This design comes from an exercise in tuning for small area, a short achievable clock period and few clock cycles per item on the open sky130 flow, not from production work. Only simulation tests tie the RTL to the original design; equivalence was not proved.

## fjord
Design tap_mix, start of the top module:
module tap_mix (
    input  wire        clk,
    input  wire        rst,
    input  wire        in_valid,
    output reg         in_ready,
    input  wire [31:0] a,
    input  wire [31:0] b,
    input  wire [31:0] frac,
    input  wire [31:0] x,
    input  wire [31:0] dw,
    output reg         out_valid,
    input  wire        out_ready,
    output reg  [31:0] y
);
    reg [31:0] a1, b1, f1, x1, d1;
    always @(posedge clk) begin
        a1 <= a; b1 <= b; f1 <= frac; x1 <= x; d1 <= dw;
    end
    wire [32:0] ua1, uf1, ux1, ud1;
    fp_unpack u_na (.a(a1), .u(ua1));
    fp_unpack u_nf (.a(f1), .u(uf1));
    fp_unpack u_nx (.a(x1), .u(ux1));
    fp_unpack u_nd (.a(d1), .u(ud1));
    wire        ds, dinc, dnan, dinf, dzero;
    wire [9:0]  de;
    wire [23:0] dm;
    fp_add #(.IU(0), .OF(0)) u_diff (
        .a({1'b0, b1}), .b({1'b0, ~a1[31], a1[30:0]}), .y(),
        .fs(ds), .fe(de), .fm(dm), .finc(dinc), .fnan(dnan), .finf(dinf), .fzero(dzero));
    wire [32:0] prod;
    fp_mul #(.FA(1)) u_fmul (
        .ua(33'd0), .as(ds), .ae(de), .am(dm), .ainc(dinc), .anan(dnan), .ainf(dinf), .azero(dzero),
        .b(uf1), .y(prod));
    wire        fz1 = (f1[30:0] == 31'd0);
    wire [32:0] p1  = fz1 ? {a1[31], 9'h100, 23'd0} : prod;
    wire [31:0] ws1;
    fp_wscale u_ws (.dw(d1), .ws(ws1));
    wire [32:0] uw1 = (ws1[30:23] == 8'd0) ? {ws1[31], 9'h100, 23'd0} : {ws1[31], 1'b0, ws1[30:0]};
    wire [32:0] dry1;
    fp_mul #(.FA(0)) u_dry (
        .ua(uw1), .as(1'b0), .ae(10'd0), .am(24'd0), .ainc(1'b0), .anan(1'b0), .ainf(1'b0), .azero(1'b0),
        .b(ux1), .y(dry1));
    reg [32:0] a2, p2, d2, r2;
    always @(posedge clk) begin
        a2 <= ua1; p2 <= p1; d2 <= ud1; r2 <= dry1;
    end
    wire        ts, tinc, tnan, tinf, tzero;
    wire [9:0]  te;
    wire [23:0] tm;
    fp_add #(.IU(1), .OF(0)) u_interp (
        .a(a2), .b(p2), .y(),
        .fs(ts), .fe(te), .fm(tm), .finc(tinc), .fnan(tnan), .finf(tinf), .fzero(tzero));
    wire [32:0] wet2;
    fp_mul #(.FA(1)) u_wet (
        .ua(33'd0), .as(ts), .ae(te), .am(tm), .ainc(tinc), .anan(tnan), .ainf(tinf), .azero(tzero),
  ...
Size: roughly 16000 cells after synthesis, ~200 I/O pins.
clock: 115.0 ns
lec_check: 0
abc_area: 1
cap_margin: 20
core_margin: 2
core_utilization: 62
slew_margin: 20
standard.sh (not shown) runs the stock make flow with config.mk's settings and CLKGATE_MAP_FILE= SYNTH_SCRIPT=/design/flow/synth_recipe.tcl, a recipe that flattens the netlist after the stock synthesis.
==> flow/flow/run.sh <==
#!/bin/bash
set -euo pipefail
LIB=$FLOW_HOME/platforms/sky130hd/lib/sky130_fd_sc_hd__tt_025C_1v80.lib
YOSYS=$FLOW_HOME/../tools/install/yosys/bin/yosys
R=orfs/results/sky130hd/tap_mix/base

bash standard.sh synth > log_1_synth.txt 2>&1
cp $R/1_2_yosys.v synth_standard.v

python3 flow/invopt.py synth_standard.v resynth_in.v > log_2_invopt.txt 2>&1
python3 flow/libfunc.py $LIB resynth_cells.v sky130_fd_sc_hd__fa_1 sky130_fd_sc_hd__conb_1 > log_3_libfunc.txt 2>&1
printf 'set_driving_cell sky130_fd_sc_hd__buf_1\nset_load 5\n' > abc.constr
sed -e "s#@LIB@#$LIB#g" -e "s#@TOP@#$FLOW_TOP#g" flow/resynth.ys > resynth.ys
$YOSYS -s resynth.ys > log_4_resynth.txt 2>&1
cp resynth_out.v $R/1_2_yosys.v

bash standard.sh finish SETUP_SLACK_MARGIN=89.5 SKIP_GATE_CLONING=1 \
    'BUFFER_PORTS_ARGS=-buffer_cell sky130_fd_sc_hd__buf_2' > log_5_finish.txt 2>&1
==> flow/flow/abc_resynth.script <==
strash
dc2
dch -f
map -B 0.9
topo
stime -c
Other scripts of this flow, unchanged in this note and not shown: flow/flow/invopt.py, flow/flow/libfunc.py, flow/flow/resynth.ys
Testbench counts of fjord, summed over its fixed seeds: cycles 12,032, items 12,000.
Input-level comparison between onyx and fjord:
Settings: swapping 62 for 55 in CORE_UTILIZATION.
Results
- onyx reached the end of the flow, and the finished layout is clean on the timing, DRC and antenna checks.
- onyx vs. fjord: minimum period implied by the final worst setup slack went up by 0.0046 ns.
- Going from fjord to onyx, sequential share of layout area now sits at about the same level; full die area now sits higher.
- Against fjord, onyx comes in 0.0046 ns lower on setup slack.
- Compared with fjord, onyx shows a global-route usage that is 4.7 points lower.
- Relative slew slack: onyx vs fjord up 0.81 points
- fjord has a lower worst-case setup slack after placement than onyx.
- Comparing fjord with onyx, the storage element area came out essentially unchanged.
- Taking fjord as the reference, in onyx routed length on met2 up about 6%, portion of the clock cycle consumed by the worst path in the final layout now sits at about the same level.
Input-level comparison between harbor and onyx:
==> flow/flow/abc_resynth.script <==
strash
ifraig
dch -f
map -B 0.9
strash
dch -f
map -B 0.9
topo
stime -c
Findings:
Looking at number of standard cells after synthesis, harbor sits 2.0% above onyx. harbor finished every step from synthesis to the final layout, and the layout passed the timing, DRC and antenna checks. harbor: clock skew higher than onyx. harbor vs. onyx: routed metal-1 wirelength +4.7%; placed cell count now larger; insertion delay to the later sink of the worst-skew pair level; final instance count without filler cells moved up. Worst-case setup margin in the final layout down 0.0094 ns in harbor wrt onyx.
Relative to harbor, the following input files were edited for garnet:
-- flow/flow/run.sh --
<<< harbor, line 16

bash standard.sh finish SETUP_SLACK_MARGIN=89.5 SKIP_GATE_CLONING=1 \
    'BUFFER_PORTS_ARGS=-buffer_cell sky130_fd_sc_hd__buf_2' > log_5_finish.txt 2>&1
>>> garnet, line 16

bash standard.sh finish SETUP_SLACK_MARGIN=90.8 SKIP_GATE_CLONING=1 \
    'BUFFER_PORTS_ARGS=-buffer_cell sky130_fd_sc_hd__buf_2' > log_5_finish.txt 2>&1
==> flow/flow/abc_resynth.script <==
strash
dch
map -B 0.9
topo
stime -c
buffer -c
upsize -c
dnsize -c
Notes after the runs:
- From harbor to garnet the numbers moved as follows: first-iteration DRC count decreased by about 3.3% relative to the old numbers; overall fraction of global-route tracks in use decreased by 2.7 points relative to the old numbers; mean cell area of the mapped netlist increased by about 4% relative to the old numbers; multi-input gate count increased by 77 relative to the old numbers; area after synthesis increased by 10000 um^2 relative to the old numbers.
- Routability congestion estimate of garnet falls short of that of harbor slightly.
- Any difference in period utilization between garnet and harbor is small enough to ignore.
- Compare garnet and harbor | synthesized cell count higher: garnet

==> port drivers added, routing unchanged <==
The results above use ideal ports. As a check the final layouts listed here were re-extracted and re-timed, cells and wires unchanged. Step 1 sets driving cells, clkbuf_16 on the clock port and buf_2 on the other inputs (assumed; they add their load-dependent delay and slew). Step 2 moves the port delays by t, midway between the first and last clock arrival at a register: inputs arrive t later, outputs are due t later. That takes back most of the time a late clock gives input paths. Three values: ideal ports, drivers, drivers and shift; two values: the first two.
run | shift t [ns] | setup slack, ns | worst setup path after step 2 | cell pins on the clock port's net
fjord | 0.803 | 90.692 / 90.602 / 90.497 | input to register | 1
onyx | 0.814 | 90.687 / 90.594 / 90.446 | input to register | 1
harbor | 0.820 | 90.678 / 90.580 / 90.629 | input to register | 1
garnet | 0.807 | 90.729 / 90.641 / 90.652 | input to register | 1
After both steps setup and hold are still met in every run listed. The setup slack of onyx, which loses most, moves by -0.093 ns with the drivers and by -0.241 ns with both steps.
